What follows belongs to an exercise in optimizing a design on an open flow for small area; a production flow would make more cautious choices. Only simulation tests tie the RTL to the original design; equivalence was not proved. Power and IR drop assume default switching activity.

## design/flow/run.sh

```bash
#!/bin/bash
# synth_recipe.tcl (not shown) runs the flow's synth.tcl, then flattens the netlist and writes it again
# the make line also repeats each setting of config.mk as NAME=value (left out here)
make -C /OpenROAD-flow-scripts/flow DESIGN_CONFIG=/design/flow/config.mk WORK_HOME=/design/flow/orfs CLKGATE_MAP_FILE= SYNTH_SCRIPT=/design/flow/synth_recipe.tcl finish
```

## design/flow/config.mk

```make
export PLATFORM = sky130hd
export DESIGN_NAME = av2_rx_engine
export DESIGN_NICKNAME = av2_rx_engine
export VERILOG_FILES = /design/flow/design.v
export SDC_FILE = /design/flow/constraint.sdc
export NUM_CORES = 4
export LEC_CHECK = 0
export CAP_MARGIN = 20
export CORE_MARGIN = 2
export CORE_UTILIZATION = 65
export CTS_CLUSTER_DIAMETER = 120
export CTS_CLUSTER_SIZE = 24
export PLACE_DENSITY = 0.75
export SLEW_MARGIN = 20
export SYNTH_HIERARCHICAL = 1
```

## design/flow/constraint.sdc

```tcl
create_clock -name core_clock -period 10.0 [get_ports {clk}]
set_input_delay 2.0000 -clock core_clock [delete_from_list [all_inputs] [get_ports {clk}]]
set_output_delay 2.0000 -clock core_clock [all_outputs]
set_load 0.01 [all_outputs]
```

## design/flow/design.v

```verilog
module av2_rx_engine (
    input  wire       clk,
    input  wire       rst,           
    input  wire       rx_valid,      
    input  wire [7:0] rx_data,
    input  wire       rx_err,        
    input  wire [7:0] rd_addr,
    output reg  [7:0] rd_data,
    output reg        ev_commit,     
    output wire [2:0] ev_sub,
    output reg        ev_ready,      
    output reg        ev_error,      
    output wire [3:0] ev_err_code
);
    integer i;
    reg [5:0] cnt;
    reg       hbad;         
    reg [2:0] sub;          
    reg       lenok;        
    wire st_ovr = cnt[5] & cnt[0];
    wire st_err = cnt[5] & cnt[1];
    wire st_hold = st_ovr | st_err;
    wire is_eol  = (rx_data == 8'hFF);
    wire dbyte   = rx_valid & ~rx_err & ~is_eol;
    wire eol     = rx_valid & ~rx_err & is_eol;
    wire ws = (rx_data >= 8'h09 && rx_data <= 8'h0D) || rx_data == 8'h20;
    reg [7:0] hdr_exp;
    always @* begin
        case (cnt[2:0])
            3'd0: hdr_exp = 8'h23;
            3'd1: hdr_exp = 8'h41;
            3'd2: hdr_exp = 8'h56;
            3'd3: hdr_exp = 8'h32;
            default: hdr_exp = 8'h20;
        endcase
    end
    reg [2:0] code_sub;
    always @* begin
        case (rx_data)
            8'h69: code_sub = 3'd0;
            8'h6A: code_sub = 3'd1;
            8'h6B: code_sub = 3'd2;
            8'h6C: code_sub = 3'd3;
            8'h6D: code_sub = 3'd4;
            8'h6E: code_sub = 3'd5;
            default: code_sub = 3'd7;
        endcase
    end
    reg past_thr;
    always @* begin
        case (sub)
            3'd0: past_thr = (cnt >= 6'd10);
            3'd1: past_thr = (cnt >= 6'd18);
            3'd2: past_thr = (cnt >= 6'd27);
            3'd3: past_thr = (cnt >= 6'd7);
            3'd4: past_thr = (cnt >= 6'd8);
            default: past_thr = (cnt >= 6'd5);
        endcase
    end
    wire c_sys = (sub == 3'd0);
    wire c_inp = (sub == 3'd1);
    wire c_spk = (sub == 3'd2);
    wire c_grp = c_sys | (sub == 3'd3) | (sub == 3'd4);    
    wire hdr_ok = (cnt >= 6'd5) & ~hbad & ~st_hold;
    wire known  = (cnt >= 6'd6) & ~st_hold & (sub[2:1] != 2'b11);
    wire commit = eol & hdr_ok & known & lenok;
    wire err1   = eol & ~st_hold & ~hdr_ok;
    wire err6   = eol & hdr_ok & known & ~lenok;
    wire err7   = eol & st_ovr;
    reg [5:0] progress;
    reg       ready;
    reg [2:0] ev_x;
    assign ev_sub      = ev_x;
    assign ev_err_code = {1'b0, ev_x};
    wire [5:0] prog_new = progress | (6'd1 << sub);
    always @(posedge clk) begin
        if (rst) begin
            cnt <= 6'd0;
        end else if (rx_err) begin
            cnt <= 6'd34;
        end else if (rx_valid) begin
            if (is_eol)
                cnt <= 6'd0;
            else if (!st_hold)
                cnt <= cnt + 6'd1;
        end
        if (dbyte) begin
            if (cnt == 6'd0)
                hbad <= (rx_data != hdr_exp);
            else if (cnt < 6'd5)
                hbad <= hbad | (rx_data != hdr_exp);
            if (cnt == 6'd5) begin
                sub   <= code_sub;
                lenok <= (rx_data == 8'h6E);
            end else if (!ws && past_thr) begin
                lenok <= 1'b1;
            end
        end
        ev_commit <= ~rst & commit;
        ev_error  <= ~rst & (rx_err | err1 | err6 | err7);
        ev_ready  <= ~rst & commit & ~ready & (&prog_new[4:0]);
        if (rx_err)     ev_x <= 3'd3;
        else if (err7)  ev_x <= 3'd7;
        else if (err1)  ev_x <= 3'd1;
        else if (err6)  ev_x <= 3'd6;
        else            ev_x <= sub;
        if (rst) begin
            progress <= 6'd0;
            ready    <= 1'b0;
        end else if (commit) begin
            progress <= prog_new;
            if (&prog_new[4:0]) ready <= 1'b1;
        end
    end
    reg [2:0] stg_s [0:3];
    reg [1:0] stg_c;
    reg [7:0] stg_d [0:7];
    reg [5:0] stg_l [0:7];
    wire [2:0] w_size;
    wire       w_nz;
    wire [5:0] w_l;
    av2_rx_wdec u_wdec (.b(rx_data), .lab_mode(c_inp), .size(w_size), .nz(w_nz), .l6(w_l));
    wire [3:0]  en_s;
    wire [1:0]  en_c;
    wire [7:0]  en_d, en_l;
    av2_rx_slot_en u_slot_en (.cnt(cnt), .wr(rx_valid), .c_grp(c_grp), .c_inp(c_inp),
        .en_s(en_s), .en_c(en_c), .en_d(en_d), .en_l(en_l));
    always @(posedge clk) begin
        for (i = 0; i < 4; i = i + 1)
            if (en_s[i]) stg_s[i] <= w_size;
        for (i = 0; i < 2; i = i + 1)
            if (en_c[i]) stg_c[i] <= w_nz;
        for (i = 0; i < 8; i = i + 1) begin
            if (en_d[i]) stg_d[i] <= rx_data;
            if (en_l[i]) stg_l[i] <= w_l;
        end
    end
    reg [7:0] sys_flags, sys_mode, sys_vol;
    reg [5:0] sys_decode;                       
    reg [4:0] inp_label [0:9];                  
    reg       inp_panorama;
    reg [7:0] inp_width, inp_depth;
    reg [2:0] spk_size [0:3];
    reg [1:0] spk_cfg;
    reg [7:0] spk_dist [0:7];
    reg [5:0] spk_level [0:7];                  
    reg [7:0] sw_major, sw_minor;
    reg [7:0] fw_major, fw_minor, fw_patch;
    function [4:0] lab5(input [7:0] b);
        lab5 = (b <= 8'd20) ? b[4:0] : 5'h1F;
    endfunction
    wire [7:0] s_mode_b = stg_d[1];
    wire [3:0] s_input  = (s_mode_b[3:0] >= 4'd1 && s_mode_b[3:0] <= 4'd11) ? s_mode_b[3:0] : 4'd0;
    wire [7:0] s_dec_b  = stg_d[3];
    wire [5:0] s_dec    = (s_dec_b <= 8'd23 || (s_dec_b >= 8'd48 && s_dec_b <= 8'd55)) ?
                          s_dec_b[5:0] : 6'h3F;
    wire cm_sys = commit & (sub == 3'd0);
    wire cm_inp = commit & (sub == 3'd1);
    wire cm_spk = commit & (sub == 3'd2);
    wire cm_swv = commit & (sub == 3'd3);
    wire cm_fwv = commit & (sub == 3'd4);
    always @(posedge clk) begin
        if (cm_sys) begin
            sys_flags  <= stg_d[0];
            sys_mode   <= {s_mode_b[7:4], s_input};
            sys_vol    <= stg_d[2];
            sys_decode <= s_dec;
        end
        if (cm_inp) begin
            for (i = 0; i < 8; i = i + 1)
                inp_label[i] <= stg_l[i][4:0];
            inp_label[8]  <= lab5(stg_d[2]);
            inp_label[9]  <= lab5(stg_d[3]);
            inp_panorama  <= (stg_d[4] != 8'd0);
            inp_width     <= stg_d[5];
            inp_depth     <= stg_d[6];
        end
        if (cm_spk) begin
            for (i = 0; i < 4; i = i + 1)
                spk_size[i] <= stg_s[i];
            spk_cfg <= stg_c;
            for (i = 0; i < 8; i = i + 1) begin
                spk_dist[i]  <= stg_d[i];
                spk_level[i] <= stg_l[i];
            end
        end
        if (cm_swv) begin
            sw_major <= stg_d[0];
            sw_minor <= stg_d[1];
        end
        if (cm_fwv) begin
            fw_major <= stg_d[0];
            fw_minor <= stg_d[1];
            fw_patch <= stg_d[2];
        end
    end
    wire        s_prog, s_dec_rst;
    wire [3:0]  s_sys;
    wire [12:0] s_inp;
    wire [4:0]  s_spk;
    wire [7:0]  s_dist, s_lvl;
    wire [1:0]  s_sw;
    wire [2:0]  s_fw;
    av2_rx_rd_dec u_rd_dec (
        .rd_addr(rd_addr), .progress(progress),
        .s_prog(s_prog), .s_dec_rst(s_dec_rst), .s_sys(s_sys), .s_inp(s_inp),
        .s_spk(s_spk), .s_dist(s_dist), .s_lvl(s_lvl), .s_sw(s_sw), .s_fw(s_fw));
    wire [7:0] rd_w;
    av2_rx_rd_mux u_rd_mux (
        .s_prog(s_prog), .s_dec_rst(s_dec_rst), .s_sys(s_sys), .s_inp(s_inp),
        .s_spk(s_spk), .s_dist(s_dist), .s_lvl(s_lvl), .s_sw(s_sw), .s_fw(s_fw),
        .ready(ready), .progress(progress),
        .sys_flags(sys_flags), .sys_mode(sys_mode), .sys_vol(sys_vol), .sys_decode(sys_decode),
        .inp_label({inp_label[9], inp_label[8], inp_label[7], inp_label[6], inp_label[5],
                    inp_label[4], inp_label[3], inp_label[2], inp_label[1], inp_label[0]}),
        .inp_panorama(inp_panorama), .inp_width(inp_width), .inp_depth(inp_depth),
        .spk_size({spk_size[3], spk_size[2], spk_size[1], spk_size[0]}), .spk_cfg(spk_cfg),
        .spk_dist({spk_dist[7], spk_dist[6], spk_dist[5], spk_dist[4],
                   spk_dist[3], spk_dist[2], spk_dist[1], spk_dist[0]}),
        .spk_level({spk_level[7], spk_level[6], spk_level[5], spk_level[4],
                    spk_level[3], spk_level[2], spk_level[1], spk_level[0]}),
        .sw_major(sw_major), .sw_minor(sw_minor),
        .fw_major(fw_major), .fw_minor(fw_minor), .fw_patch(fw_patch),
        .rd_data(rd_w));
    always @* rd_data = rd_w;
endmodule
module av2_rx_rd_dec (
    input  wire [7:0]  rd_addr,
    input  wire [5:0]  progress,
    output wire        s_prog,       
    output wire        s_dec_rst,    
    output wire [3:0]  s_sys,        
    output wire [12:0] s_inp,        
    output wire [4:0]  s_spk,        
    output wire [7:0]  s_dist,       
    output wire [7:0]  s_lvl,        
    output wire [1:0]  s_sw,         
    output wire [2:0]  s_fw          
);
    wire [15:0] l_n;
    wire [5:0]  g_n;    
    av2_rx_rd_pre u_pre (.rd_addr(rd_addr), .progress(progress), .l_n(l_n), .g_n(g_n),
                         .s_prog(s_prog), .s_dec_rst(s_dec_rst));
    av2_rx_nor2 u_s_sys_0 (.a(g_n[0]), .b(l_n[0]), .y(s_sys[0]));
    av2_rx_nor2 u_s_sys_1 (.a(g_n[0]), .b(l_n[1]), .y(s_sys[1]));
    av2_rx_nor2 u_s_sys_2 (.a(g_n[0]), .b(l_n[2]), .y(s_sys[2]));
    av2_rx_nor2 u_s_sys_3 (.a(g_n[0]), .b(l_n[3]), .y(s_sys[3]));
    av2_rx_nor2 u_s_inp_0 (.a(g_n[1]), .b(l_n[0]), .y(s_inp[0]));
    av2_rx_nor2 u_s_inp_1 (.a(g_n[1]), .b(l_n[1]), .y(s_inp[1]));
    av2_rx_nor2 u_s_inp_2 (.a(g_n[1]), .b(l_n[2]), .y(s_inp[2]));
    av2_rx_nor2 u_s_inp_3 (.a(g_n[1]), .b(l_n[3]), .y(s_inp[3]));
    av2_rx_nor2 u_s_inp_4 (.a(g_n[1]), .b(l_n[4]), .y(s_inp[4]));
    av2_rx_nor2 u_s_inp_5 (.a(g_n[1]), .b(l_n[5]), .y(s_inp[5]));
    av2_rx_nor2 u_s_inp_6 (.a(g_n[1]), .b(l_n[6]), .y(s_inp[6]));
    av2_rx_nor2 u_s_inp_7 (.a(g_n[1]), .b(l_n[7]), .y(s_inp[7]));
    av2_rx_nor2 u_s_inp_8 (.a(g_n[1]), .b(l_n[8]), .y(s_inp[8]));
    av2_rx_nor2 u_s_inp_9 (.a(g_n[1]), .b(l_n[9]), .y(s_inp[9]));
    av2_rx_nor2 u_s_inp_10 (.a(g_n[1]), .b(l_n[10]), .y(s_inp[10]));
    av2_rx_nor2 u_s_inp_11 (.a(g_n[1]), .b(l_n[11]), .y(s_inp[11]));
    av2_rx_nor2 u_s_inp_12 (.a(g_n[1]), .b(l_n[12]), .y(s_inp[12]));
    av2_rx_nor2 u_s_spk_0 (.a(g_n[2]), .b(l_n[0]), .y(s_spk[0]));
    av2_rx_nor2 u_s_spk_1 (.a(g_n[2]), .b(l_n[1]), .y(s_spk[1]));
    av2_rx_nor2 u_s_spk_2 (.a(g_n[2]), .b(l_n[2]), .y(s_spk[2]));
    av2_rx_nor2 u_s_spk_3 (.a(g_n[2]), .b(l_n[3]), .y(s_spk[3]));
    av2_rx_nor2 u_s_spk_4 (.a(g_n[2]), .b(l_n[4]), .y(s_spk[4]));
    av2_rx_nor2 u_s_dist_0 (.a(g_n[2]), .b(l_n[8]), .y(s_dist[0]));
    av2_rx_nor2 u_s_dist_1 (.a(g_n[2]), .b(l_n[9]), .y(s_dist[1]));
    av2_rx_nor2 u_s_dist_2 (.a(g_n[2]), .b(l_n[10]), .y(s_dist[2]));
    av2_rx_nor2 u_s_dist_3 (.a(g_n[2]), .b(l_n[11]), .y(s_dist[3]));
    av2_rx_nor2 u_s_dist_4 (.a(g_n[2]), .b(l_n[12]), .y(s_dist[4]));
    av2_rx_nor2 u_s_dist_5 (.a(g_n[2]), .b(l_n[13]), .y(s_dist[5]));
    av2_rx_nor2 u_s_dist_6 (.a(g_n[2]), .b(l_n[14]), .y(s_dist[6]));
    av2_rx_nor2 u_s_dist_7 (.a(g_n[2]), .b(l_n[15]), .y(s_dist[7]));
    av2_rx_nor2 u_s_lvl_0 (.a(g_n[3]), .b(l_n[0]), .y(s_lvl[0]));
    av2_rx_nor2 u_s_lvl_1 (.a(g_n[3]), .b(l_n[1]), .y(s_lvl[1]));
    av2_rx_nor2 u_s_lvl_2 (.a(g_n[3]), .b(l_n[2]), .y(s_lvl[2]));
    av2_rx_nor2 u_s_lvl_3 (.a(g_n[3]), .b(l_n[3]), .y(s_lvl[3]));
    av2_rx_nor2 u_s_lvl_4 (.a(g_n[3]), .b(l_n[4]), .y(s_lvl[4]));
    av2_rx_nor2 u_s_lvl_5 (.a(g_n[3]), .b(l_n[5]), .y(s_lvl[5]));
    av2_rx_nor2 u_s_lvl_6 (.a(g_n[3]), .b(l_n[6]), .y(s_lvl[6]));
    av2_rx_nor2 u_s_lvl_7 (.a(g_n[3]), .b(l_n[7]), .y(s_lvl[7]));
    av2_rx_nor2 u_s_sw_0 (.a(g_n[4]), .b(l_n[0]), .y(s_sw[0]));
    av2_rx_nor2 u_s_sw_1 (.a(g_n[4]), .b(l_n[1]), .y(s_sw[1]));
    av2_rx_nor2 u_s_fw_0 (.a(g_n[5]), .b(l_n[8]), .y(s_fw[0]));
    av2_rx_nor2 u_s_fw_1 (.a(g_n[5]), .b(l_n[9]), .y(s_fw[1]));
    av2_rx_nor2 u_s_fw_2 (.a(g_n[5]), .b(l_n[10]), .y(s_fw[2]));
endmodule
module av2_rx_rd_pre (
    input  wire [7:0]  rd_addr,
    input  wire [5:0]  progress,
    output wire [15:0] l_n,
    output wire [5:0]  g_n,
    output wire        s_prog,
    output wire        s_dec_rst
);
    wire [15:0] h = 16'd1 << rd_addr[7:4];
    assign l_n = ~(16'd1 << rd_addr[3:0]);
    assign g_n = ~{h[5] & progress[4], h[5] & progress[3], h[4] & progress[2],
                   h[3] & progress[2], h[2] & progress[1], h[1] & progress[0]};
    assign s_prog    = h[0] & ~l_n[0];
    assign s_dec_rst = h[1] & ~l_n[3] & ~progress[0];
endmodule
module av2_rx_rd_mux (
    input  wire        s_prog, s_dec_rst,
    input  wire [3:0]  s_sys,
    input  wire [12:0] s_inp,
    input  wire [4:0]  s_spk,
    input  wire [7:0]  s_dist, s_lvl,
    input  wire [1:0]  s_sw,
    input  wire [2:0]  s_fw,
    input  wire        ready,
    input  wire [5:0]  progress,
    input  wire [7:0]  sys_flags, sys_mode, sys_vol,
    input  wire [5:0]  sys_decode,
    input  wire [49:0] inp_label,
    input  wire        inp_panorama,
    input  wire [7:0]  inp_width, inp_depth,
    input  wire [11:0] spk_size,
    input  wire [1:0]  spk_cfg,
    input  wire [63:0] spk_dist,
    input  wire [47:0] spk_level,
    input  wire [7:0]  sw_major, sw_minor, fw_major, fw_minor, fw_patch,
    output wire [7:0]  rd_data
);
    wire n1;
    av2_rx_aoi222 u_n1 (.a0(s_inp[0]), .b0(inp_label[0]), .a1(s_inp[1]), .b1(inp_label[5]), .a2(s_inp[2]), .b2(inp_label[10]), .y(n1));
    wire n2;
    av2_rx_aoi222 u_n2 (.a0(s_inp[3]), .b0(inp_label[15]), .a1(s_inp[4]), .b1(inp_label[20]), .a2(s_inp[5]), .b2(inp_label[25]), .y(n2));
    wire n3;
    av2_rx_aoi222 u_n3 (.a0(s_inp[6]), .b0(inp_label[30]), .a1(s_inp[7]), .b1(inp_label[35]), .a2(s_inp[8]), .b2(inp_label[40]), .y(n3));
    wire n4;
    av2_rx_nand2 u_n4 (.a(s_inp[9]), .b(inp_label[45]), .y(n4));
    wire p5;
    av2_rx_nand4 u_p5 (.a(n1), .b(n2), .c(n3), .d(n4), .y(p5));
    wire o6 = p5;
    wire n7;
    av2_rx_aoi222 u_n7 (.a0(s_inp[0]), .b0(inp_label[1]), .a1(s_inp[1]), .b1(inp_label[6]), .a2(s_inp[2]), .b2(inp_label[11]), .y(n7));
    wire n8;
    av2_rx_aoi222 u_n8 (.a0(s_inp[3]), .b0(inp_label[16]), .a1(s_inp[4]), .b1(inp_label[21]), .a2(s_inp[5]), .b2(inp_label[26]), .y(n8));
    wire n9;
    av2_rx_aoi222 u_n9 (.a0(s_inp[6]), .b0(inp_label[31]), .a1(s_inp[7]), .b1(inp_label[36]), .a2(s_inp[8]), .b2(inp_label[41]), .y(n9));
    wire n10;
    av2_rx_nand2 u_n10 (.a(s_inp[9]), .b(inp_label[46]), .y(n10));
    wire p11;
    av2_rx_nand4 u_p11 (.a(n7), .b(n8), .c(n9), .d(n10), .y(p11));
    wire o12 = p11;
    wire n13;
    av2_rx_aoi222 u_n13 (.a0(s_inp[0]), .b0(inp_label[2]), .a1(s_inp[1]), .b1(inp_label[7]), .a2(s_inp[2]), .b2(inp_label[12]), .y(n13));
    wire n14;
    av2_rx_aoi222 u_n14 (.a0(s_inp[3]), .b0(inp_label[17]), .a1(s_inp[4]), .b1(inp_label[22]), .a2(s_inp[5]), .b2(inp_label[27]), .y(n14));
    wire n15;
    av2_rx_aoi222 u_n15 (.a0(s_inp[6]), .b0(inp_label[32]), .a1(s_inp[7]), .b1(inp_label[37]), .a2(s_inp[8]), .b2(inp_label[42]), .y(n15));
    wire n16;
    av2_rx_nand2 u_n16 (.a(s_inp[9]), .b(inp_label[47]), .y(n16));
    wire p17;
    av2_rx_nand4 u_p17 (.a(n13), .b(n14), .c(n15), .d(n16), .y(p17));
    wire o18 = p17;
    wire n19;
    av2_rx_aoi222 u_n19 (.a0(s_inp[0]), .b0(inp_label[3]), .a1(s_inp[1]), .b1(inp_label[8]), .a2(s_inp[2]), .b2(inp_label[13]), .y(n19));
    wire n20;
    av2_rx_aoi222 u_n20 (.a0(s_inp[3]), .b0(inp_label[18]), .a1(s_inp[4]), .b1(inp_label[23]), .a2(s_inp[5]), .b2(inp_label[28]), .y(n20));
    wire n21;
    av2_rx_aoi222 u_n21 (.a0(s_inp[6]), .b0(inp_label[33]), .a1(s_inp[7]), .b1(inp_label[38]), .a2(s_inp[8]), .b2(inp_label[43]), .y(n21));
    wire n22;
    av2_rx_nand2 u_n22 (.a(s_inp[9]), .b(inp_label[48]), .y(n22));
    wire p23;
    av2_rx_nand4 u_p23 (.a(n19), .b(n20), .c(n21), .d(n22), .y(p23));
    wire o24 = p23;
    wire n25;
    av2_rx_aoi222 u_n25 (.a0(s_inp[0]), .b0(inp_label[4]), .a1(s_inp[1]), .b1(inp_label[9]), .a2(s_inp[2]), .b2(inp_label[14]), .y(n25));
    wire n26;
    av2_rx_aoi222 u_n26 (.a0(s_inp[3]), .b0(inp_label[19]), .a1(s_inp[4]), .b1(inp_label[24]), .a2(s_inp[5]), .b2(inp_label[29]), .y(n26));
    wire n27;
    av2_rx_aoi222 u_n27 (.a0(s_inp[6]), .b0(inp_label[34]), .a1(s_inp[7]), .b1(inp_label[39]), .a2(s_inp[8]), .b2(inp_label[44]), .y(n27));
    wire n28;
    av2_rx_nand2 u_n28 (.a(s_inp[9]), .b(inp_label[49]), .y(n28));
    wire p29;
    av2_rx_nand4 u_p29 (.a(n25), .b(n26), .c(n27), .d(n28), .y(p29));
    wire o30 = p29;
    wire lab_ff = o6 & o12 & o18 & o24 & o30;
    wire n31;
    av2_rx_aoi222 u_n31 (.a0(s_lvl[0]), .b0(spk_level[0]), .a1(s_lvl[1]), .b1(spk_level[6]), .a2(s_lvl[2]), .b2(spk_level[12]), .y(n31));
    wire n32;
    av2_rx_aoi222 u_n32 (.a0(s_lvl[3]), .b0(spk_level[18]), .a1(s_lvl[4]), .b1(spk_level[24]), .a2(s_lvl[5]), .b2(spk_level[30]), .y(n32));
    wire n33;
    av2_rx_nand2 u_n33 (.a(s_lvl[6]), .b(spk_level[36]), .y(n33));
    wire n34;
    av2_rx_nand2 u_n34 (.a(s_lvl[7]), .b(spk_level[42]), .y(n34));
    wire p35;
    av2_rx_nand4 u_p35 (.a(n31), .b(n32), .c(n33), .d(n34), .y(p35));
    wire o36 = p35;
    wire n37;
    av2_rx_aoi222 u_n37 (.a0(s_lvl[0]), .b0(spk_level[1]), .a1(s_lvl[1]), .b1(spk_level[7]), .a2(s_lvl[2]), .b2(spk_level[13]), .y(n37));
    wire n38;
    av2_rx_aoi222 u_n38 (.a0(s_lvl[3]), .b0(spk_level[19]), .a1(s_lvl[4]), .b1(spk_level[25]), .a2(s_lvl[5]), .b2(spk_level[31]), .y(n38));
    wire n39;
    av2_rx_nand2 u_n39 (.a(s_lvl[6]), .b(spk_level[37]), .y(n39));
    wire n40;
    av2_rx_nand2 u_n40 (.a(s_lvl[7]), .b(spk_level[43]), .y(n40));
    wire p41;
    av2_rx_nand4 u_p41 (.a(n37), .b(n38), .c(n39), .d(n40), .y(p41));
    wire o42 = p41;
    wire n43;
    av2_rx_aoi222 u_n43 (.a0(s_lvl[0]), .b0(spk_level[2]), .a1(s_lvl[1]), .b1(spk_level[8]), .a2(s_lvl[2]), .b2(spk_level[14]), .y(n43));
    wire n44;
    av2_rx_aoi222 u_n44 (.a0(s_lvl[3]), .b0(spk_level[20]), .a1(s_lvl[4]), .b1(spk_level[26]), .a2(s_lvl[5]), .b2(spk_level[32]), .y(n44));
    wire n45;
    av2_rx_nand2 u_n45 (.a(s_lvl[6]), .b(spk_level[38]), .y(n45));
    wire n46;
    av2_rx_nand2 u_n46 (.a(s_lvl[7]), .b(spk_level[44]), .y(n46));
    wire p47;
    av2_rx_nand4 u_p47 (.a(n43), .b(n44), .c(n45), .d(n46), .y(p47));
    wire o48 = p47;
    wire n49;
    av2_rx_aoi222 u_n49 (.a0(s_lvl[0]), .b0(spk_level[3]), .a1(s_lvl[1]), .b1(spk_level[9]), .a2(s_lvl[2]), .b2(spk_level[15]), .y(n49));
    wire n50;
    av2_rx_aoi222 u_n50 (.a0(s_lvl[3]), .b0(spk_level[21]), .a1(s_lvl[4]), .b1(spk_level[27]), .a2(s_lvl[5]), .b2(spk_level[33]), .y(n50));
    wire n51;
    av2_rx_nand2 u_n51 (.a(s_lvl[6]), .b(spk_level[39]), .y(n51));
    wire n52;
    av2_rx_nand2 u_n52 (.a(s_lvl[7]), .b(spk_level[45]), .y(n52));
    wire p53;
    av2_rx_nand4 u_p53 (.a(n49), .b(n50), .c(n51), .d(n52), .y(p53));
    wire o54 = p53;
    wire n55;
    av2_rx_aoi222 u_n55 (.a0(s_lvl[0]), .b0(spk_level[4]), .a1(s_lvl[1]), .b1(spk_level[10]), .a2(s_lvl[2]), .b2(spk_level[16]), .y(n55));
    wire n56;
    av2_rx_aoi222 u_n56 (.a0(s_lvl[3]), .b0(spk_level[22]), .a1(s_lvl[4]), .b1(spk_level[28]), .a2(s_lvl[5]), .b2(spk_level[34]), .y(n56));
    wire n57;
    av2_rx_nand2 u_n57 (.a(s_lvl[6]), .b(spk_level[40]), .y(n57));
    wire n58;
    av2_rx_nand2 u_n58 (.a(s_lvl[7]), .b(spk_level[46]), .y(n58));
    wire p59;
    av2_rx_nand4 u_p59 (.a(n55), .b(n56), .c(n57), .d(n58), .y(p59));
    wire o60 = p59;
    wire n61;
    av2_rx_aoi222 u_n61 (.a0(s_lvl[0]), .b0(spk_level[5]), .a1(s_lvl[1]), .b1(spk_level[11]), .a2(s_lvl[2]), .b2(spk_level[17]), .y(n61));
    wire n62;
    av2_rx_aoi222 u_n62 (.a0(s_lvl[3]), .b0(spk_level[23]), .a1(s_lvl[4]), .b1(spk_level[29]), .a2(s_lvl[5]), .b2(spk_level[35]), .y(n62));
    wire n63;
    av2_rx_nand2 u_n63 (.a(s_lvl[6]), .b(spk_level[41]), .y(n63));
    wire n64;
    av2_rx_nand2 u_n64 (.a(s_lvl[7]), .b(spk_level[47]), .y(n64));
    wire p65;
    av2_rx_nand4 u_p65 (.a(n61), .b(n62), .c(n63), .d(n64), .y(p65));
    wire o66 = p65;
    wire dec_ff = &sys_decode;
    wire n67;
    av2_rx_aoi222 u_n67 (.a0(s_prog), .b0(progress[0]), .a1(s_sys[0]), .b1(sys_flags[0]), .a2(s_sys[1]), .b2(sys_mode[0]), .y(n67));
    wire n68;
    av2_rx_aoi222 u_n68 (.a0(s_sys[2]), .b0(sys_vol[0]), .a1(s_sys[3]), .b1(sys_decode[0]), .a2(s_inp[10]), .b2(inp_panorama), .y(n68));
    wire n69;
    av2_rx_aoi222 u_n69 (.a0(s_inp[11]), .b0(inp_width[0]), .a1(s_inp[12]), .b1(inp_depth[0]), .a2(s_spk[0]), .b2(spk_size[0]), .y(n69));
    wire n70;
    av2_rx_aoi222 u_n70 (.a0(s_spk[1]), .b0(spk_size[3]), .a1(s_spk[2]), .b1(spk_size[6]), .a2(s_spk[3]), .b2(spk_size[9]), .y(n70));
    wire n71;
    av2_rx_aoi222 u_n71 (.a0(s_spk[4]), .b0(spk_cfg[0]), .a1(s_dist[0]), .b1(spk_dist[0]), .a2(s_dist[1]), .b2(spk_dist[8]), .y(n71));
    wire n72;
    av2_rx_aoi222 u_n72 (.a0(s_dist[2]), .b0(spk_dist[16]), .a1(s_dist[3]), .b1(spk_dist[24]), .a2(s_dist[4]), .b2(spk_dist[32]), .y(n72));
    wire n73;
    av2_rx_aoi222 u_n73 (.a0(s_dist[5]), .b0(spk_dist[40]), .a1(s_dist[6]), .b1(spk_dist[48]), .a2(s_dist[7]), .b2(spk_dist[56]), .y(n73));
    wire n74;
    av2_rx_aoi222 u_n74 (.a0(s_sw[0]), .b0(sw_major[0]), .a1(s_sw[1]), .b1(sw_minor[0]), .a2(s_fw[0]), .b2(fw_major[0]), .y(n74));
    wire n75;
    av2_rx_nand2 u_n75 (.a(s_fw[1]), .b(fw_minor[0]), .y(n75));
    wire n76;
    av2_rx_nand2 u_n76 (.a(s_fw[2]), .b(fw_patch[0]), .y(n76));
    wire p77;
    av2_rx_nand4 u_p77 (.a(n67), .b(n68), .c(n69), .d(n70), .y(p77));
    wire p78;
    av2_rx_nand4 u_p78 (.a(n71), .b(n72), .c(n73), .d(n74), .y(p78));
    wire p79;
    av2_rx_nand2 u_p79 (.a(n75), .b(n76), .y(p79));
    wire o80 = s_dec_rst | o6 | o36 | p77 | p78 | p79;
    assign rd_data[0] = o80;
    wire n81;
    av2_rx_aoi222 u_n81 (.a0(s_prog), .b0(progress[1]), .a1(s_sys[0]), .b1(sys_flags[1]), .a2(s_sys[1]), .b2(sys_mode[1]), .y(n81));
    wire n82;
    av2_rx_aoi222 u_n82 (.a0(s_sys[2]), .b0(sys_vol[1]), .a1(s_sys[3]), .b1(sys_decode[1]), .a2(s_inp[11]), .b2(inp_width[1]), .y(n82));
    wire n83;
    av2_rx_aoi222 u_n83 (.a0(s_inp[12]), .b0(inp_depth[1]), .a1(s_spk[0]), .b1(spk_size[1]), .a2(s_spk[1]), .b2(spk_size[4]), .y(n83));
    wire n84;
    av2_rx_aoi222 u_n84 (.a0(s_spk[2]), .b0(spk_size[7]), .a1(s_spk[3]), .b1(spk_size[10]), .a2(s_spk[4]), .b2(spk_cfg[1]), .y(n84));
    wire n85;
    av2_rx_aoi222 u_n85 (.a0(s_dist[0]), .b0(spk_dist[1]), .a1(s_dist[1]), .b1(spk_dist[9]), .a2(s_dist[2]), .b2(spk_dist[17]), .y(n85));
    wire n86;
    av2_rx_aoi222 u_n86 (.a0(s_dist[3]), .b0(spk_dist[25]), .a1(s_dist[4]), .b1(spk_dist[33]), .a2(s_dist[5]), .b2(spk_dist[41]), .y(n86));
    wire n87;
    av2_rx_aoi222 u_n87 (.a0(s_dist[6]), .b0(spk_dist[49]), .a1(s_dist[7]), .b1(spk_dist[57]), .a2(s_sw[0]), .b2(sw_major[1]), .y(n87));
    wire n88;
    av2_rx_aoi222 u_n88 (.a0(s_sw[1]), .b0(sw_minor[1]), .a1(s_fw[0]), .b1(fw_major[1]), .a2(s_fw[1]), .b2(fw_minor[1]), .y(n88));
    wire n89;
    av2_rx_nand2 u_n89 (.a(s_fw[2]), .b(fw_patch[1]), .y(n89));
    wire p90;
    av2_rx_nand4 u_p90 (.a(n81), .b(n82), .c(n83), .d(n84), .y(p90));
    wire p91;
    av2_rx_nand4 u_p91 (.a(n85), .b(n86), .c(n87), .d(n88), .y(p91));
    wire o92 = s_dec_rst | o12 | o42 | p90 | p91 | ~n89;
    assign rd_data[1] = o92;
    wire n93;
    av2_rx_aoi222 u_n93 (.a0(s_prog), .b0(progress[2]), .a1(s_sys[0]), .b1(sys_flags[2]), .a2(s_sys[1]), .b2(sys_mode[2]), .y(n93));
    wire n94;
    av2_rx_aoi222 u_n94 (.a0(s_sys[2]), .b0(sys_vol[2]), .a1(s_sys[3]), .b1(sys_decode[2]), .a2(s_inp[11]), .b2(inp_width[2]), .y(n94));
    wire n95;
    av2_rx_aoi222 u_n95 (.a0(s_inp[12]), .b0(inp_depth[2]), .a1(s_spk[0]), .b1(spk_size[2]), .a2(s_spk[1]), .b2(spk_size[5]), .y(n95));
    wire n96;
    av2_rx_aoi222 u_n96 (.a0(s_spk[2]), .b0(spk_size[8]), .a1(s_spk[3]), .b1(spk_size[11]), .a2(s_dist[0]), .b2(spk_dist[2]), .y(n96));
    wire n97;
    av2_rx_aoi222 u_n97 (.a0(s_dist[1]), .b0(spk_dist[10]), .a1(s_dist[2]), .b1(spk_dist[18]), .a2(s_dist[3]), .b2(spk_dist[26]), .y(n97));
    wire n98;
    av2_rx_aoi222 u_n98 (.a0(s_dist[4]), .b0(spk_dist[34]), .a1(s_dist[5]), .b1(spk_dist[42]), .a2(s_dist[6]), .b2(spk_dist[50]), .y(n98));
    wire n99;
    av2_rx_aoi222 u_n99 (.a0(s_dist[7]), .b0(spk_dist[58]), .a1(s_sw[0]), .b1(sw_major[2]), .a2(s_sw[1]), .b2(sw_minor[2]), .y(n99));
    wire n100;
    av2_rx_aoi222 u_n100 (.a0(s_fw[0]), .b0(fw_major[2]), .a1(s_fw[1]), .b1(fw_minor[2]), .a2(s_fw[2]), .b2(fw_patch[2]), .y(n100));
    wire p101;
    av2_rx_nand4 u_p101 (.a(n93), .b(n94), .c(n95), .d(n96), .y(p101));
    wire p102;
    av2_rx_nand4 u_p102 (.a(n97), .b(n98), .c(n99), .d(n100), .y(p102));
    wire o103 = s_dec_rst | o18 | o48 | p101 | p102;
    assign rd_data[2] = o103;
    wire n104;
    av2_rx_aoi222 u_n104 (.a0(s_prog), .b0(progress[3]), .a1(s_sys[0]), .b1(sys_flags[3]), .a2(s_sys[1]), .b2(sys_mode[3]), .y(n104));
    wire n105;
    av2_rx_aoi222 u_n105 (.a0(s_sys[2]), .b0(sys_vol[3]), .a1(s_sys[3]), .b1(sys_decode[3]), .a2(s_inp[11]), .b2(inp_width[3]), .y(n105));
    wire n106;
    av2_rx_aoi222 u_n106 (.a0(s_inp[12]), .b0(inp_depth[3]), .a1(s_dist[0]), .b1(spk_dist[3]), .a2(s_dist[1]), .b2(spk_dist[11]), .y(n106));
    wire n107;
    av2_rx_aoi222 u_n107 (.a0(s_dist[2]), .b0(spk_dist[19]), .a1(s_dist[3]), .b1(spk_dist[27]), .a2(s_dist[4]), .b2(spk_dist[35]), .y(n107));
    wire n108;
    av2_rx_aoi222 u_n108 (.a0(s_dist[5]), .b0(spk_dist[43]), .a1(s_dist[6]), .b1(spk_dist[51]), .a2(s_dist[7]), .b2(spk_dist[59]), .y(n108));
    wire n109;
    av2_rx_aoi222 u_n109 (.a0(s_sw[0]), .b0(sw_major[3]), .a1(s_sw[1]), .b1(sw_minor[3]), .a2(s_fw[0]), .b2(fw_major[3]), .y(n109));
    wire n110;
    av2_rx_nand2 u_n110 (.a(s_fw[1]), .b(fw_minor[3]), .y(n110));
    wire n111;
    av2_rx_nand2 u_n111 (.a(s_fw[2]), .b(fw_patch[3]), .y(n111));
    wire p112;
    av2_rx_nand4 u_p112 (.a(n104), .b(n105), .c(n106), .d(n107), .y(p112));
    wire p113;
    av2_rx_nand4 u_p113 (.a(n108), .b(n109), .c(n110), .d(n111), .y(p113));
    wire o114 = s_dec_rst | o24 | o54 | p112 | p113;
    assign rd_data[3] = o114;
    wire n115;
    av2_rx_aoi222 u_n115 (.a0(s_prog), .b0(progress[4]), .a1(s_sys[0]), .b1(sys_flags[4]), .a2(s_sys[1]), .b2(sys_mode[4]), .y(n115));
    wire n116;
    av2_rx_aoi222 u_n116 (.a0(s_sys[2]), .b0(sys_vol[4]), .a1(s_sys[3]), .b1(sys_decode[4]), .a2(s_inp[11]), .b2(inp_width[4]), .y(n116));
    wire n117;
    av2_rx_aoi222 u_n117 (.a0(s_inp[12]), .b0(inp_depth[4]), .a1(s_dist[0]), .b1(spk_dist[4]), .a2(s_dist[1]), .b2(spk_dist[12]), .y(n117));
    wire n118;
    av2_rx_aoi222 u_n118 (.a0(s_dist[2]), .b0(spk_dist[20]), .a1(s_dist[3]), .b1(spk_dist[28]), .a2(s_dist[4]), .b2(spk_dist[36]), .y(n118));
    wire n119;
    av2_rx_aoi222 u_n119 (.a0(s_dist[5]), .b0(spk_dist[44]), .a1(s_dist[6]), .b1(spk_dist[52]), .a2(s_dist[7]), .b2(spk_dist[60]), .y(n119));
    wire n120;
    av2_rx_aoi222 u_n120 (.a0(s_sw[0]), .b0(sw_major[4]), .a1(s_sw[1]), .b1(sw_minor[4]), .a2(s_fw[0]), .b2(fw_major[4]), .y(n120));
    wire n121;
    av2_rx_nand2 u_n121 (.a(s_fw[1]), .b(fw_minor[4]), .y(n121));
    wire n122;
    av2_rx_nand2 u_n122 (.a(s_fw[2]), .b(fw_patch[4]), .y(n122));
    wire p123;
    av2_rx_nand4 u_p123 (.a(n115), .b(n116), .c(n117), .d(n118), .y(p123));
    wire p124;
    av2_rx_nand4 u_p124 (.a(n119), .b(n120), .c(n121), .d(n122), .y(p124));
    wire o125 = s_dec_rst | o30 | o60 | p123 | p124;
    assign rd_data[4] = o125;
    wire n126;
    av2_rx_aoi222 u_n126 (.a0(s_prog), .b0(progress[5]), .a1(s_sys[0]), .b1(sys_flags[5]), .a2(s_sys[1]), .b2(sys_mode[5]), .y(n126));
    wire n127;
    av2_rx_aoi222 u_n127 (.a0(s_sys[2]), .b0(sys_vol[5]), .a1(s_sys[3]), .b1(sys_decode[5]), .a2(s_inp[11]), .b2(inp_width[5]), .y(n127));
    wire n128;
    av2_rx_aoi222 u_n128 (.a0(s_inp[12]), .b0(inp_depth[5]), .a1(s_dist[0]), .b1(spk_dist[5]), .a2(s_dist[1]), .b2(spk_dist[13]), .y(n128));
    wire n129;
    av2_rx_aoi222 u_n129 (.a0(s_dist[2]), .b0(spk_dist[21]), .a1(s_dist[3]), .b1(spk_dist[29]), .a2(s_dist[4]), .b2(spk_dist[37]), .y(n129));
    wire n130;
    av2_rx_aoi222 u_n130 (.a0(s_dist[5]), .b0(spk_dist[45]), .a1(s_dist[6]), .b1(spk_dist[53]), .a2(s_dist[7]), .b2(spk_dist[61]), .y(n130));
    wire n131;
    av2_rx_aoi222 u_n131 (.a0(s_sw[0]), .b0(sw_major[5]), .a1(s_sw[1]), .b1(sw_minor[5]), .a2(s_fw[0]), .b2(fw_major[5]), .y(n131));
    wire n132;
    av2_rx_nand2 u_n132 (.a(s_fw[1]), .b(fw_minor[5]), .y(n132));
    wire n133;
    av2_rx_nand2 u_n133 (.a(s_fw[2]), .b(fw_patch[5]), .y(n133));
    wire p134;
    av2_rx_nand4 u_p134 (.a(n126), .b(n127), .c(n128), .d(n129), .y(p134));
    wire p135;
    av2_rx_nand4 u_p135 (.a(n130), .b(n131), .c(n132), .d(n133), .y(p135));
    wire o136 = s_dec_rst | lab_ff | o66 | p134 | p135;
    assign rd_data[5] = o136;
    wire n137;
    av2_rx_aoi222 u_n137 (.a0(s_sys[0]), .b0(sys_flags[6]), .a1(s_sys[1]), .b1(sys_mode[6]), .a2(s_sys[2]), .b2(sys_vol[6]), .y(n137));
    wire n138;
    av2_rx_aoi222 u_n138 (.a0(s_sys[3]), .b0(dec_ff), .a1(s_inp[11]), .b1(inp_width[6]), .a2(s_inp[12]), .b2(inp_depth[6]), .y(n138));
    wire n139;
    av2_rx_aoi222 u_n139 (.a0(s_dist[0]), .b0(spk_dist[6]), .a1(s_dist[1]), .b1(spk_dist[14]), .a2(s_dist[2]), .b2(spk_dist[22]), .y(n139));
    wire n140;
    av2_rx_aoi222 u_n140 (.a0(s_dist[3]), .b0(spk_dist[30]), .a1(s_dist[4]), .b1(spk_dist[38]), .a2(s_dist[5]), .b2(spk_dist[46]), .y(n140));
    wire n141;
    av2_rx_aoi222 u_n141 (.a0(s_dist[6]), .b0(spk_dist[54]), .a1(s_dist[7]), .b1(spk_dist[62]), .a2(s_sw[0]), .b2(sw_major[6]), .y(n141));
    wire n142;
    av2_rx_aoi222 u_n142 (.a0(s_sw[1]), .b0(sw_minor[6]), .a1(s_fw[0]), .b1(fw_major[6]), .a2(s_fw[1]), .b2(fw_minor[6]), .y(n142));
    wire n143;
    av2_rx_nand2 u_n143 (.a(s_fw[2]), .b(fw_patch[6]), .y(n143));
    wire p144;
    av2_rx_nand4 u_p144 (.a(n137), .b(n138), .c(n139), .d(n140), .y(p144));
    wire p145;
    av2_rx_nand3 u_p145 (.a(n141), .b(n142), .c(n143), .y(p145));
    wire o146 = s_dec_rst | lab_ff | o66 | p144 | p145;
    assign rd_data[6] = o146;
    wire n147;
    av2_rx_aoi222 u_n147 (.a0(s_prog), .b0(ready), .a1(s_sys[0]), .b1(sys_flags[7]), .a2(s_sys[1]), .b2(sys_mode[7]), .y(n147));
    wire n148;
    av2_rx_aoi222 u_n148 (.a0(s_sys[2]), .b0(sys_vol[7]), .a1(s_sys[3]), .b1(dec_ff), .a2(s_inp[11]), .b2(inp_width[7]), .y(n148));
    wire n149;
    av2_rx_aoi222 u_n149 (.a0(s_inp[12]), .b0(inp_depth[7]), .a1(s_dist[0]), .b1(spk_dist[7]), .a2(s_dist[1]), .b2(spk_dist[15]), .y(n149));
    wire n150;
    av2_rx_aoi222 u_n150 (.a0(s_dist[2]), .b0(spk_dist[23]), .a1(s_dist[3]), .b1(spk_dist[31]), .a2(s_dist[4]), .b2(spk_dist[39]), .y(n150));
    wire n151;
    av2_rx_aoi222 u_n151 (.a0(s_dist[5]), .b0(spk_dist[47]), .a1(s_dist[6]), .b1(spk_dist[55]), .a2(s_dist[7]), .b2(spk_dist[63]), .y(n151));
    wire n152;
    av2_rx_aoi222 u_n152 (.a0(s_sw[0]), .b0(sw_major[7]), .a1(s_sw[1]), .b1(sw_minor[7]), .a2(s_fw[0]), .b2(fw_major[7]), .y(n152));
    wire n153;
    av2_rx_nand2 u_n153 (.a(s_fw[1]), .b(fw_minor[7]), .y(n153));
    wire n154;
    av2_rx_nand2 u_n154 (.a(s_fw[2]), .b(fw_patch[7]), .y(n154));
    wire p155;
    av2_rx_nand4 u_p155 (.a(n147), .b(n148), .c(n149), .d(n150), .y(p155));
    wire p156;
    av2_rx_nand4 u_p156 (.a(n151), .b(n152), .c(n153), .d(n154), .y(p156));
    wire o157 = s_dec_rst | lab_ff | o66 | p155 | p156;
    assign rd_data[7] = o157;
endmodule
module av2_rx_aoi222 (input wire a0, b0, a1, b1, a2, b2, output wire y);
    assign y = ~((a0 & b0) | (a1 & b1) | (a2 & b2));
endmodule
module av2_rx_nand2 (input wire a, b, output wire y);
    assign y = ~(a & b);
endmodule
module av2_rx_nand3 (input wire a, b, c, output wire y);
    assign y = ~(a & b & c);
endmodule
module av2_rx_nand4 (input wire a, b, c, d, output wire y);
    assign y = ~(a & b & c & d);
endmodule
module av2_rx_nor2 (input wire a, b, output wire y);
    assign y = ~(a | b);
endmodule
module av2_rx_wdec (
    input  wire [7:0] b,
    input  wire       lab_mode,    
    output wire [2:0] size,        
    output wire       nz,          
    output wire [5:0] l6           
);
    wire [4:0] label = (b <= 8'd20) ? b[4:0] : 5'h1F;
    wire [7:0] lraw  = (b > 8'd60) ? 8'd60 : b;
    wire [7:0] lvl   = lraw - 8'd30;
    assign size = (b >= 8'd1 && b <= 8'd4) ? b[2:0] : 3'd0;
    assign nz   = (b != 8'd0);
    assign l6   = lab_mode ? {1'b0, label} : lvl[5:0];
endmodule
module av2_rx_slot_en (
    input  wire [5:0] cnt,
    input  wire       wr,
    input  wire       c_grp,
    input  wire       c_inp,
    output reg  [3:0] en_s,
    output reg  [1:0] en_c,
    output reg  [7:0] en_d,
    output reg  [7:0] en_l
);
    integer i;
    always @* begin
        for (i = 0; i < 4; i = i + 1) en_s[i] = wr & (cnt == 6 + i);
        en_c[0] = wr & (cnt == 6'd10);
        en_c[1] = wr & (cnt == 6'd11);
        en_d[0] = wr & ((cnt == 6'd6)  | ((cnt == 6'd12) & ~c_grp));
        en_d[1] = wr & ((cnt == 6'd7)  | ((cnt == 6'd13) & ~c_grp));
        en_d[2] = wr & ((cnt == 6'd8)  | ((cnt == 6'd14) & ~c_grp));
        en_d[3] = wr & ((cnt == 6'd10) | ((cnt == 6'd15) & ~c_grp));
        for (i = 4; i < 8; i = i + 1) en_d[i] = wr & (cnt == 12 + i);
        for (i = 0; i < 8; i = i + 1) en_l[i] = wr & ((cnt == 6 + i) | ((cnt == 20 + i) & ~c_inp));
    end
endmodule
```

==> results.py, run 1 <==
metrics = {
    "die": {
        "fp.dieH_microns": 160,
        "initial_utilization_pct": 65.6,
        "core-area_sq_mm": 0.0241,
        "fp.dieW_microns": 160,
        "num_rows": 57,
        "boundaryPins": 38,
        "die-area_sq_mm": 0.0256,
    },
    "power": {
        "power_density_mw_per_mm2": 166,
        "leakage_nw": 5.17,
        "vdd_drop_max_mv": 0.171,
    },
    "setup_path": {
        "crit_path_cell_trace": "clkdlybuf4s50_1 > nor2_1 > nand4b_1 > nor2_1 > a222oi_1 > nand4_1 > nand4_1 > o21ai_1 > clkdlybuf4s50_1",
        "crit_type": "in2out",
        "crit_family": "simple AND/OR/NAND/NOR gates",
        "worstReg2RegEnd": "spk_level[7][5]",
        "critical-path-slowest-cell": "nor2_1",
        "setup.reg_to_reg.worst_slack_ns": 5.49,
        "reg2reg_from": "cnt[0]",
        "critical_path.startpoint_type": "input port",
        "crit_path_max_fanout": 13,
        "timing.critical_path.buf_inv": 2,
        "crit_required_ns": 8.00,
        "ff2ff_path_depth": 7,
        "crit_end_element": "output pin",
        "worst_path_largest_cell_delay_ns": 0.60,
        "cp.arrival_ns": 5.55,
    },
    "route": {
        "drt_iter0_drc": 1691,
        "postRouteAntennaNets": 0,
        "vias_after_detailed_routing": 9483,
        "route.detailed.drc": 0,
        "wl_microns": 38800,
        "detail_route.first_pass.iterations": 6,
        "routed_via_density": 7.05,
        "wl_per_cell_microns": 28.8,
    },
    "grt": {
        "grt_first_pass_wirelength_microns": 57200,
        "grt_start_max_net_pins": 73,
        "first_global_vias": 9114,
        "grt_util_all_layers_pct": 30.5,
        "gr-total-overflow": 0,
        "antenna_violations_before_repair": 1,
    },
    "yosys": {
        "synth_enable_flop_cells": 394,
        "synth_seq_area_share_pct": 77.2,
        "avg_synthesized_cell_area_sq_um": 16.3,
        "synthArstFlopShare_pct": 0,
        "ys_seq_elements": 413,
        "syn-cell-area_sq_mm": 0.0158,
        "ys.flop_type": "edfxtp_1",
        "postSynthNetCount": 995,
        "synth.distinct_cells": 81,
        "yosysWarningCount": 15,
        "synthCells": 969,
    },
    "final_layout": {
        "drive_above_1_share_pct": 8.51,
        "layout.area.seq_sq_mm": 0.0122,
        "finished_core_util_pct": 71.0,
        "fillers": 1615,
        "flow.area_growth_from_synthesis_pct": 8.20,
        "multi_input_comb_area_sq_mm": 0.00338,
        "antennaDiodeCount": 0,
        "design.final.nets": 1040,
    },
    "timing": {
        "timing_hold_violations_final": 0,
        "max_slew_margin_pct": 26.5,
        "number_of_pins_with_negative_max_slew_slack_in_the_final_report": 0,
        "timing.setup.tns_ns": 0,
        "max_slew.worst_pin.slew_ns": 1.09,
        "post-route-period-util_pct": 75.5,
        "rsz0062_at_grt": "no",
        "finalWorstPathRequiredPeriod_ns": 7.55,
        "timing.final.setup_violations": 0,
        "maximum_clock_skew_at_final_layout_ns": 0.0245,
        "max_freq_ghz": 0.132,
    },
    "hold_path": {
        "whs_path_depth": 0,
        "whs_endpoint": "spk_dist[7][5]",
        "hold_start": "stg_d[7][5]",
        "hold_path_class": "reg2reg",
    },
    "outcome": {
        "run_status": "complete, no violations",
    },
    "cts": {
        "clk_path_buf_depth": 3,
        "maximum_level_of_the_cts_h_tree": 1,
        "number_of_cts_inserted_buffers": 21,
        "cts_resized": 0,
        "cts_post_setup_buffers_inserted": 0,
        "cts_hold_buf": 0,
        "cts_tree": "built",
        "clk_tree_root_cell": "clkbuf_16",
        "cts.sink_count": 413,
        "clk-insertion-delay-late_ns": 0.55,
        "worst_setup_hold_path_clk_slew_ns": 0.09,
    },
    "placement": {
        "dpl_hpwl_microns": 26100,
        "placer_congestion": 0.938,
        "numPortBuffers": 36,
    },
    "job": {
        "max_cap_viol_count": 0,
    },
}
synthesized netlist by cell type, types with 4 or more instances:
library cell / count / area share, %
nor4_1: 11 / 0.44
o21ai_0: 12 / 0.38
buf_4: 13 / 0.62
clkbuf_1: 5 / 0.12
nor2b_1: 9 / 0.36
buf_6: 5 / 0.36
edfxtp_1: 394 / 75
nand3_1: 16 / 0.51
nand3b_1: 4 / 0.19
inv_1: 7 / 0.17
dfxtp_1: 19 / 2.4
nand2b_1: 6 / 0.24
nand4_1: 32 / 1.3
nor3_1: 22 / 0.70
nand2_1: 70 / 1.7
and2_1: 5 / 0.20
and3_1: 5 / 0.20
o21a_1: 4 / 0.19
xor2_1: 5 / 0.28
a222oi_1: 81 / 5.1
buf_2: 8 / 0.25
nand4b_1: 4 / 0.22
ha_1: 6 / 0.47
nor3b_1: 11 / 0.52
o211ai_1: 5 / 0.24
a21oi_1: 19 / 0.60
or2_2: 15 / 0.59
nor2_1: 97 / 2.3
Yosys stat by module, one instance, submodules excluded, a selection:
| module | copies in the design | cells |
|---|---|---|
| av2_rx_engine | 1 | 627 |
| av2_rx_nand2 | 30 | 1 |
| av2_rx_nand3 | 1 | 1 |
| av2_rx_nand4 | 26 | 1 |
| av2_rx_nor2 | 43 | 1 |
| av2_rx_rd_mux | 1 | 34 |
| av2_rx_slot_en | 1 | 51 |
| av2_rx_wdec | 1 | 41 |
worst max-delay path by stage:
stage	cells after the start	slack, ns	end	startpoint
2_1_floorplan	5	3.61	spk_cfg[0]	rx_data[2]
3_3_place_gp	9	2.55	rd_data[5]	rd_addr[6]
3_5_place_dp	9	2.50	rd_data[5]	rd_addr[6]
4_1_cts	9	2.51	rd_data[5]	rd_addr[6]
5_1_grt	9	2.31	rd_data[5]	rd_addr[6]
6_report	9	2.45	rd_data[7]	rd_addr[6]
registers in the layout, indices dropped and copies added (netlist names), 12 cells and up:
| signal | cells |
|---|---|
| spk_dist | 64 |
| stg_d | 64 |
| inp_label | 50 |
| spk_level | 48 |
| stg_l | 48 |
| spk_size | 12 |
| stg_s | 12 |
where the power goes:
part | switching (mW) | leakage, nW | internal, mW | total (mW)
Combinational | 0.0446 | 1.21 | 0.0253 | 0.0700
Clock | 0.502 | 0.283 | 0.396 | 0.898
Sequential | 0.00564 | 3.68 | 1.87 | 1.88
kinds of logic (layout without fill, tap and decap cells):
logic type                 count (synthesis)  after routing  share of synthesized area, %
AOI/OAI and AO/OA                        164            164                          8.97
xor gates and xnor gates                   7              7                         0.388
adders and majority gates                  6              6                         0.475
buffers and inverters                     41             94                          1.60
DFF                                      413            413                          77.2
other                                      1              1                        0.0237
and+or+nand+nor                          337            337                          11.3
cell usage in the layout, fill, tap and decap left out, types with 4 or more instances in the layout:
master           synthesis  layout
nor2_1                  97      96
nand2_1                 70      70
nor4_1                  11      11
a222oi_1                81      81
o21ai_0                 12      12
edfxtp_1               394     394
clkbuf_16                0      21
a21oi_1                 19      19
clkbuf_1                 5       8
nor3b_1                 11      10
nand4_1                 32      32
nand4b_1                 4       4
ha_1                     6       6
xor2_1                   5       5
dfxtp_1                 19      19
inv_1                    7       7
buf_4                   13      19
nand2b_1                 6       6
and3_1                   5       5
nand3b_1                 4       4
nand3_1                 16      16
or2_2                   15      15
nor2b_1                  9       9
o21a_1                   4       4
nor3_1                  22      19
clkdlybuf4s50_1          0      36
o211ai_1                 5       5
worst register-to-register path, cell delays in order (launching register included):
cell and delay (ns):
dfxtp_1 0.93, inv_1 0.16, ha_1 0.33, nand2b_1 0.12, a31oi_1 0.13, nor3_1 0.77
and2_4 0.97, buf_4 0.71
final cells by class:
class,instances,share of cell area (%)
sequential,413,71.4
clock inverter,2,0.168
timing repair buffer,55,2.94
inverter,8,0.175
clock buffer,29,3.25
tap,324,2.37
multi-input combinational,515,19.7
routing by layer:
metal	share of wire (%)	wire length, microns	track usage, %
met4	4.3	1650	10.9
met2	45	17300	46.1
met5	0.031	12	0
met1	38	14900	45.9
met3	13	4930	5.53
metrics by stage:
stage          power [mW]  instances  hold slack, ns  setup slack [ns]  instance area [sq um]
5_1_grt              2.92       1346           0.438              2.31                  17100
3_5_place_dp         1.98       1315           0.405              2.50                  16500
4_1_cts              2.85       1346           0.423              2.51                  17100
6_report             2.84       1346           0.422              2.45                  17100
3_3_place_gp         1.98       1315           0.400              2.55                  16500
2_1_floorplan        1.95        969           0.400              3.61                  15800
==> run 2, diff against run 1 <==
--- a/design/flow/design.v
+++ b/design/flow/design.v
@@ -24,16 +24,11 @@
     wire dbyte   = rx_valid & ~rx_err & ~is_eol;
     wire eol     = rx_valid & ~rx_err & is_eol;
     wire ws = (rx_data >= 8'h09 && rx_data <= 8'h0D) || rx_data == 8'h20;
-    reg [7:0] hdr_exp;
-    always @* begin
-        case (cnt[2:0])
-            3'd0: hdr_exp = 8'h23;
-            3'd1: hdr_exp = 8'h41;
-            3'd2: hdr_exp = 8'h56;
-            3'd3: hdr_exp = 8'h32;
-            default: hdr_exp = 8'h20;
-        endcase
-    end
+    wire hdr_match = (cnt[2:0] == 3'd0 && rx_data == 8'h23) ||
+                     (cnt[2:0] == 3'd1 && rx_data == 8'h41) ||
+                     (cnt[2:0] == 3'd2 && rx_data == 8'h56) ||
+                     (cnt[2:0] == 3'd3 && rx_data == 8'h32) ||
+                     (cnt[2:0] == 3'd4 && rx_data == 8'h20);
     reg [2:0] code_sub;
     always @* begin
         case (rx_data)
@@ -68,10 +63,10 @@
     wire err6   = eol & hdr_ok & known & ~lenok;
     wire err7   = eol & st_ovr;
     reg [5:0] progress;
-    reg       ready;
-    reg [2:0] ev_x;
-    assign ev_sub      = ev_x;
-    assign ev_err_code = {1'b0, ev_x};
+    reg [1:0] ev_e;         
+    wire ready = &progress[4:0];
+    assign ev_sub      = sub;
+    assign ev_err_code = {1'b0, ev_e[1], ev_e[1] | ev_e[0], ~ev_e[1] | ev_e[0]};
     wire [5:0] prog_new = progress | (6'd1 << sub);
     always @(posedge clk) begin
         if (rst) begin
@@ -85,10 +80,8 @@
                 cnt <= cnt + 6'd1;
         end
         if (dbyte) begin
-            if (cnt == 6'd0)
-                hbad <= (rx_data != hdr_exp);
-            else if (cnt < 6'd5)
-                hbad <= hbad | (rx_data != hdr_exp);
+            if (cnt[5:3] == 3'd0 && (cnt[2:0] <= 3'd4))
+                hbad <= (hbad & (cnt[2:0] != 3'd0)) | ~hdr_match;
             if (cnt == 6'd5) begin
                 sub   <= code_sub;
                 lenok <= (rx_data == 8'h6E);
@@ -99,18 +92,14 @@
         ev_commit <= ~rst & commit;
         ev_error  <= ~rst & (rx_err | err1 | err6 | err7);
         ev_ready  <= ~rst & commit & ~ready & (&prog_new[4:0]);
-        if (rx_err)     ev_x <= 3'd3;
-        else if (err7)  ev_x <= 3'd7;
-        else if (err1)  ev_x <= 3'd1;
-        else if (err6)  ev_x <= 3'd6;
-        else            ev_x <= sub;
-        if (rst) begin
+        if (rx_err)     ev_e <= 2'd1;
+        else if (err7)  ev_e <= 2'd3;
+        else if (err6)  ev_e <= 2'd2;
+        else            ev_e <= 2'd0;
+        if (rst)
             progress <= 6'd0;
-            ready    <= 1'b0;
-        end else if (commit) begin
+        else if (commit)
             progress <= prog_new;
-            if (&prog_new[4:0]) ready <= 1'b1;
-        end
     end
     reg [2:0] stg_s [0:3];
     reg [1:0] stg_c;
==> results.py, run 2 <==
metrics = {
    "power": {
        "leakage_nw": 5.02,
        "combPwrFrac_pct": 2.2,
        "vdd_drop_max_mv": 0.131,
        "clock_power_share_pct": 31.6,
        "power_density_mw_per_mm2": 167,
        "share_of_total_power_consumed_by_net_switching_pct": 19.2,
        "sequentialPowerShare_pct": 66.2,
        "fin_total_pwr_mw": 2.82,
        "netSwitchingPower_mw": 0.542,
        "p_int_mw": 2.28,
    },
    "timing": {
        "post-route-period-util_pct": 76.1,
        "maximum_clock_skew_at_final_layout_ns": 0.0218,
        "timing.final.setup_violations": 0,
        "timing.setup.tns_ns": 0,
        "hold_worst_slack_ns": 0.408,
        "max_slew.worst_pin.slew_ns": 1.16,
        "max_freq_ghz": 0.131,
        "timing_hold_violations_final": 0,
        "number_of_pins_with_negative_max_slew_slack_in_the_final_report": 0,
        "finalWorstPathRequiredPeriod_ns": 7.61,
        "rsz0062_at_grt": "no",
        "max_slew_margin_pct": 22.1,
    },
    "yosys": {
        "syn-cell-area_sq_mm": 0.0156,
        "postSynthNetCount": 973,
        "most_area_consuming_cells_after_synthesis": "edfxtp_1 76%, a222oi_1 5.2%, dfxtp_1 2.2%",
        "ys_top_cells_by_count": "394 x edfxtp_1, 85 x nor2_1, 81 x a222oi_1, 81 x nand2_1, 35 x nand4_1",
        "avg_synthesized_cell_area_sq_um": 16.4,
        "synth_top_cell_area_share_pct": 76.0,
        "synthArstFlopShare_pct": 0,
        "most_used_standard_cell_by_instance_count_after_synthesis": "edfxtp_1",
        "synth.distinct_cells": 74,
        "ys.flop_type": "edfxtp_1",
        "synthCells": 948,
        "synth_enable_flop_cells": 394,
        "yosysWarningCount": 15,
        "synth_seq_area_share_pct": 78.2,
        "ys_seq_elements": 411,
        "synth.largest_area_cell": "edfxtp_1",
    },
    "grt": {
        "grt_start_max_net_pins": 71,
        "grtUsageMet3_pct": 6.56,
        "grt_util_met1_pct": 45.4,
        "first_global_vias": 8774,
        "grt_util_all_layers_pct": 30.9,
        "grt_most_used_layer": "met2",
        "met2_usage_pct": 47.0,
        "gr-total-overflow": 0,
        "grt_first_pass_wirelength_microns": 57200,
        "antenna_violations_before_repair": 1,
    },
    "final_layout": {
        "drive_above_1_share_pct": 8.37,
        "final_cell_count_no_fill": 1323,
        "layout.area.seq_sq_mm": 0.0122,
        "final_cell_mix": "394 x edfxtp_1, 82 x nor2_1, 81 x nand2_1, 81 x a222oi_1, 36 x clkdlybuf4s50_1",
        "fillers": 1484,
        "multi_input_comb_area_sq_mm": 0.00321,
        "flow.area_growth_from_synthesis_pct": 8.64,
        "layout_top_registers": "spk_dist: 64 flops, stg_d: 64 flops, inp_label: 50 flops",
        "most_frequent_standard_cell_in_the_layout_excluding_fill_and_tap_cells": "edfxtp_1",
        "design.final.nets": 1022,
    },
    "die": {
        "core-area_sq_mm": 0.0235,
        "fp.dieW_microns": 159,
        "fp.dieH_microns": 159,
        "die-area_sq_mm": 0.0252,
        "boundaryPins": 38,
        "initial_utilization_pct": 66.3,
        "num_rows": 56,
    },
    "route": {
        "wl_microns": 39000,
        "vias_after_detailed_routing": 9368,
        "routed_via_density": 7.08,
        "drt_iter0_drc": 1716,
        "detail_route.first_pass.iterations": 10,
        "wl_per_cell_microns": 29.4,
        "postRouteAntennaNets": 0,
        "route.detailed.drc": 0,
    },
    "cts": {
        "clk_path_buf_depth": 3,
        "cts_hold_buf": 0,
        "cts_tree": "built",
        "worst_setup_hold_path_clk_slew_ns": 0.09,
        "cts_post_setup_buffers_inserted": 0,
        "cts.sink_count": 411,
        "clk_tree_root_cell": "clkbuf_16",
        "number_of_cts_inserted_buffers": 21,
        "maximum_level_of_the_cts_h_tree": 1,
        "clk-insertion-delay-late_ns": 0.52,
        "cts_resized": 0,
    },
    "setup_path": {
        "crit_type": "in2out",
        "crit_path_max_fanout": 13,
        "crit_end_element": "output pin",
        "critical_path.startpoint_type": "input port",
        "crit_required_ns": 8.00,
        "cp.arrival_ns": 5.61,
    },
    "outcome": {
        "run_status": "complete, no violations",
    },
    "placement": {
        "dpl_hpwl_microns": 26400,
        "numPortBuffers": 36,
        "placer_congestion": 0.929,
        "placed_instance_count": 1292,
    },
    "hold_path": {
        "hold_path_class": "reg2reg",
    },
    "job": {
        "max_cap_viol_count": 0,
    },
}
## run 2: Yosys stat by module (local to each module, per instance), a selection
module | times used | cell area, sq um
av2_rx_nand3 | 1 | 5.00
av2_rx_slot_en | 1 | 305
av2_rx_nand2 | 30 | 3.75
av2_rx_rd_mux | 1 | 200
av2_rx_nand4 | 26 | 6.26
av2_rx_rd_pre | 1 | 213
av2_rx_engine | 1 | 13300
av2_rx_nor2 | 43 | 3.75
av2_rx_aoi222 | 81 | 10.0
av2_rx_wdec | 1 | 246
## run 2: power by group through the flow
| stage | sequential (mW) | combinational, mW | clock (mW) |
|---|---|---|---|
| finish | 1.87 | 0.0617 | 0.891 |
| global route | 1.87 | 0.0665 | 0.955 |
| CTS | 1.87 | 0.0608 | 0.896 |
| detailed placement | 1.91 | 0.0606 | 0 |
| global placement | 1.91 | 0.0600 | 0 |
| floorplan | 1.90 | 0.0308 | 0 |
## run 2: area by class of cell
cell class,count,area share [%]
antenna,1,0.0148
inverter,17,0.377
sequential,411,72.0
tap,319,2.36
timing repair buffer,52,2.84
multi-input combinational,494,19.0
clock inverter,1,0.178
clock buffer,28,3.26
## run 2: cells by family after synthesis
kind of cell             share of synthesized area (%)
buffers and inverters                             1.48
XOR/XNOR                                         0.225
AND/OR/NAND/NOR                                   11.3
AO/OA/AOI/OAI                                     8.30
multiplexers                                    0.0724
other                                           0.0241
adder cells (fa/ha/maj)                          0.402
flip-flops                                        78.2
## run 2: stage by stage
stage | util, % | worst slack (ns) | area, sq um
finish | 72.0 | 2.39 | 16900
global route | 72.0 | 2.34 | 16900
CTS | 72.0 | 2.52 | 16900
detailed placement | 69.5 | 2.52 | 16300
global placement | 69.5 | 2.58 | 16300
floorplan | - | 1.25 | 15600
## run 2: worst paths after layout
kind / start / depth (start not counted) / slack, ns / to
setup / recovery: rd_addr[6] / 9 / 2.39 / rd_data[7]
hold reg to reg: stg_s[2][2] / 0 / 0.41 / spk_size[2][2]
hold / removal: stg_s[2][2] / 0 / 0.41 / spk_size[2][2]
setup reg to reg: cnt[1] / 8 / 6.54 / spk_level[5][1]
## run 2: worst max-delay path, stage by stage
cell and delay [ns]:
clkdlybuf4s50_1 0.46, nor2_1 0.23, nand4b_1 0.52, nor2_1 0.65
a222oi_1 0.27, nand4_1 0.27, nand4_1 0.36, o21ai_1 0.28
clkdlybuf4s50_1 0.57
## run 2: layer usage
metal / vias to the layer above / share of wire, %
li1: 3963 / -
met1: 4550 / 36
met2: 753 / 45
met3: 102 / 14
met4: 0 / 4.0
met5: - / 0

port drivers added, routing unchanged:
The results above use ideal ports. As a check the final layouts listed here were re-extracted and re-timed, cells and wires unchanged.
Step 1, drivers: a clkbuf_16 drives clk and a buf_2 each remaining input, both assumed.
Step 2 moves the port delays by t, midway between the first and last clock arrival at a register: inputs arrive t later, outputs are due t later. That takes back most of the time a late clock gives input paths.
Slacks: ideal / step 1 / step 2; pairs: ideal / step 1.
run	t (ns)	setup WS [ns]	worst setup path after step 2	clock arrival spread, ns
run 1	0.583	2.448 / 2.427 / 2.427	input to output	0.025 / 0.026
run 2	0.560	2.395 / 2.344 / 2.344	input to output	0.023 / 0.024
After both steps every run listed still meets setup and hold. For run 2, which loses most, drivers alone change the setup slack by -0.051 ns; drivers and shift together by -0.051 ns.
